Source: an optimization exercise on an open RTL-to-GDS flow (aim: small area, a short achievable clock period and few clock cycles per item). Production flows keep margins and buffers that such runs may drop. Where RTL was checked, it was by simulation tests only, not by an equivalence proof against the original. Power figures rest on the tool's default switching activity, not on a simulated workload.

// agc4_alu
module agc4_alu (
    input  wire        clk,
    input  wire        rst,       
    input  wire        start,
    input  wire [2:0]  op,
    input  wire [15:0] a_in,      
    input  wire [15:0] k_in,      
    output wire        ready,
    output reg         done,
    output wire [15:0] res_a,
    output wire [15:0] res_lp,
    output reg  [1:0]  skip
);
==> module agc4_alu, before the edit <==
module agc4_alu (
    input  wire        clk,
    input  wire        rst,       
    input  wire        start,
    input  wire [2:0]  op,
    input  wire [15:0] a_in,      
    input  wire [15:0] k_in,      
    output wire        ready,
    output reg         done,
    output wire [15:0] res_a,
    output wire [15:0] res_lp,
    output reg  [1:0]  skip
);
    localparam OP_AD   = 3'd0;
    localparam OP_SU   = 3'd1;
    localparam OP_CS   = 3'd2;
    localparam OP_MASK = 3'd3;
    localparam OP_CCS  = 3'd4;
    localparam OP_MP   = 3'd5;
    localparam OP_DV   = 3'd6;
    localparam OP_TS   = 3'd7;
    reg         busy;       
    reg  [2:0]  cnt;        
    reg         md_dv;      
    reg         neg;        
    reg         inc;        
    reg  [15:0] h;          
    reg  [13:0] l;          
    reg  [13:0] d;          
    assign ready = !busy;
    wire [15:0] add_b = op[0] ? ~k_in : k_in;
    wire [16:0] add_s = {1'b0, a_in} + {1'b0, add_b};
    wire [15:0] nabs_k  = k_in[15] ? k_in : ~k_in;               
    wire        k_zero  = (k_in == 16'o000000) || (k_in == 16'o177777);
    wire        a_ovf   = a_in[15] ^ a_in[14];
    wire [15:0] ts_r    = a_ovf ? 16'o000001 : a_in;
    wire [13:0] abs_a   = a_in[15] ? ~a_in[13:0] : a_in[13:0];
    wire        sr  = h[14];                                    
    wire [14:0] dd  = sr ? {1'b0, d} : ~{1'b0, d};              
    wire [14:0] t1  = {h[13:0], 1'b0} + dd + {14'd0, ~sr};
    wire [14:0] ca  = {h[12:0], 2'b00} + dd + {14'd0, ~sr};
    wire [15:0] x3  = md_dv ? {1'b0, h[12:0], 2'b00} : {2'b00, h[13:0]};
    wire [15:0] y3  = md_dv ? {dd, ~sr} : {1'b0, d & {14{l[1]}}, 1'b0};
    wire [15:0] z3  = md_dv ? {dd[14], dd} : {2'b00, d & {14{l[0]}}};
    wire [15:0] cs_s = x3 ^ y3 ^ z3;
    wire [15:0] cs_c = (x3 & y3) | (x3 & z3) | (y3 & z3);
    wire [15:0] cb  = cs_s + {cs_c[14:0], md_dv & ~sr} + {15'd0, md_dv & ~sr};
    wire        pick_b = (t1[14] == sr);
    wire [14:0] s2  = pick_b ? cb[14:0] : ca;
    wire [13:0] l_rev = {l[0], l[1], l[2], l[3], l[4], l[5], l[6],
                         l[7], l[8], l[9], l[10], l[11], l[12], l[13]};
    wire [15:0] h_inc = h + {15'd0, inc};
    assign res_a  = (md_dv ? {2'b00, l_rev} : h_inc) ^ {16{neg}};
    assign res_lp = {neg, neg, l};
    always @(posedge clk) begin
        if (rst) begin
            busy <= 1'b0;
            done <= 1'b0;
        end else if (busy) begin
            busy <= (cnt != 3'd0);
            done <= (cnt == 3'd0);
        end else begin
            busy <= start && (op == OP_MP || op == OP_DV);
            done <= start && !(op == OP_MP || op == OP_DV);
        end
    end
    always @(posedge clk) begin
        skip <= 2'd0;
        inc  <= 1'b0;
        if (busy) begin
            cnt <= cnt - 3'd1;
            if (md_dv) begin
                h <= {1'b0, s2};
                l <= {~s2[14], ~t1[14], l[13:2]};
            end else begin
                h <= {2'b00, cb[15:2]};
                l <= {cb[1:0] ^ {2{neg}}, l[13:2]};    
            end
        end else begin
            cnt   <= 3'd6;
            md_dv <= (op == OP_DV);
            neg   <= 1'b0;
            d     <= ~nabs_k[13:0];
            l     <= abs_a;
            case (op)
                OP_AD, OP_SU: begin
                    h   <= add_s[15:0];
                    inc <= add_s[16];
                end
                OP_CS: begin
                    h    <= k_in;
                    neg  <= 1'b1;
                end
                OP_MASK:      h <= a_in & k_in;
                OP_CCS: begin
                    h    <= nabs_k;
                    inc  <= !k_zero;
                    neg  <= 1'b1;
                    skip <= {k_in[15], k_zero};
                end
                OP_MP: begin
                    h    <= 16'd0;
                    neg  <= a_in[15] ^ k_in[15];
                end
                OP_DV: begin
                    h    <= {2'b00, abs_a};
                    neg  <= a_in[15] ^ k_in[15];
                end
                default: begin    
                    h    <= ts_r;
                    neg  <= a_ovf & a_in[15];
                    skip <= {1'b0, a_ovf};
                end
            endcase
        end
    end
endmodule
Settings: LEC_CHECK=0, CAP_MARGIN=20, CORE_MARGIN=2, CORE_UTILIZATION=70, PLACE_DENSITY=0.8, SETUP_SLACK_MARGIN=2.8, SLEW_MARGIN=20; clock period 7.0 ns.
standard.sh (not shown) runs the stock make flow with config.mk's settings and CLKGATE_MAP_FILE= SYNTH_SCRIPT=/design/flow/synth_recipe.tcl, a recipe that flattens the netlist after the stock synthesis.
==> flow/flow/run.sh <==
#!/bin/bash
# Standard layout, with the input and output port buffers made as buf_2
# instead of the flow's default choice. Each tool's output goes to the
# ORFS logs; make's own output goes to standard.log.
set -euo pipefail
export BUFFER_PORTS_ARGS="-buffer_cell sky130_fd_sc_hd__buf_2"
bash standard.sh > standard.log 2>&1
Change:
--- a/flow/design.v
+++ b/flow/design.v
@@ -48,13 +48,13 @@
     wire        pick_b = (t1[14] == sr);
     wire [14:0] s2  = pick_b ? cb[14:0] : ca;
     wire [13:0] l_rev = {l[0], l[1], l[2], l[3], l[4], l[5], l[6],
                          l[7], l[8], l[9], l[10], l[11], l[12], l[13]};
     wire [15:0] h_inc = h + {15'd0, inc};
     assign res_a  = (md_dv ? {2'b00, l_rev} : h_inc) ^ {16{neg}};
-    assign res_lp = {neg, neg, l};
+    assign res_lp = {2'b00, l} ^ {16{neg}};
     always @(posedge clk) begin
         if (rst) begin
             busy <= 1'b0;
             done <= 1'b0;
         end else if (busy) begin
             busy <= (cnt != 3'd0);
@@ -71,13 +71,13 @@
             cnt <= cnt - 3'd1;
             if (md_dv) begin
                 h <= {1'b0, s2};
                 l <= {~s2[14], ~t1[14], l[13:2]};
             end else begin
                 h <= {2'b00, cb[15:2]};
-                l <= {cb[1:0] ^ {2{neg}}, l[13:2]};    
+                l <= {cb[1:0], l[13:2]};
             end
         end else begin
             cnt   <= 3'd6;
             md_dv <= (op == OP_DV);
             neg   <= 1'b0;
             d     <= ~nabs_k[13:0];
What happened: The new run finished clean. Cell count grows by 1.8%. Worst setup slack loses 0.016 ns. Sequential share of layout area shrinks by 0.20 points. Routed wire length shrinks by 1.8%. Non-clock buffer count shrinks by 6. Clock power shrinks by about 4%. Cell area grows by 0.90%. Combinational power grows by about 3%. Count of clock-buffer cells in the layout grows by 1. Power grows by 1.7%.
Testbench counts after the change, summed over its fixed seeds: cycles 10,046, items 3,200.
Only the layout flow was run in the first run of this note; the RTL was not checked for function there.

-- separate check: timing with driven ports --
How much do the figures lean on ideal ports? The routed layouts below were timed once more, with nothing changed but the port constraints.
Step 1 assumes that a clkbuf_16 drives the clock port and a buf_2 every other input.
Step 2 times the ports against the registers' clock, not the clock port: input delays grow and output delays shrink by t, the midpoint of the rising clock arrivals with the driver on.
a / b / c = ideal / step 1 / step 2; a / b = the first two.
run	t (ns)	setup slack, ns	worst slew at a driven data input, ns
the first run	0.348	2.953 / 2.946 / 2.598	0.04
the second run	0.353	2.937 / 2.941 / 2.590	0.03
After both steps every run listed still meets setup and hold. For the first run, which loses most, drivers alone change the setup slack by -0.007 ns; drivers and shift together by -0.355 ns.
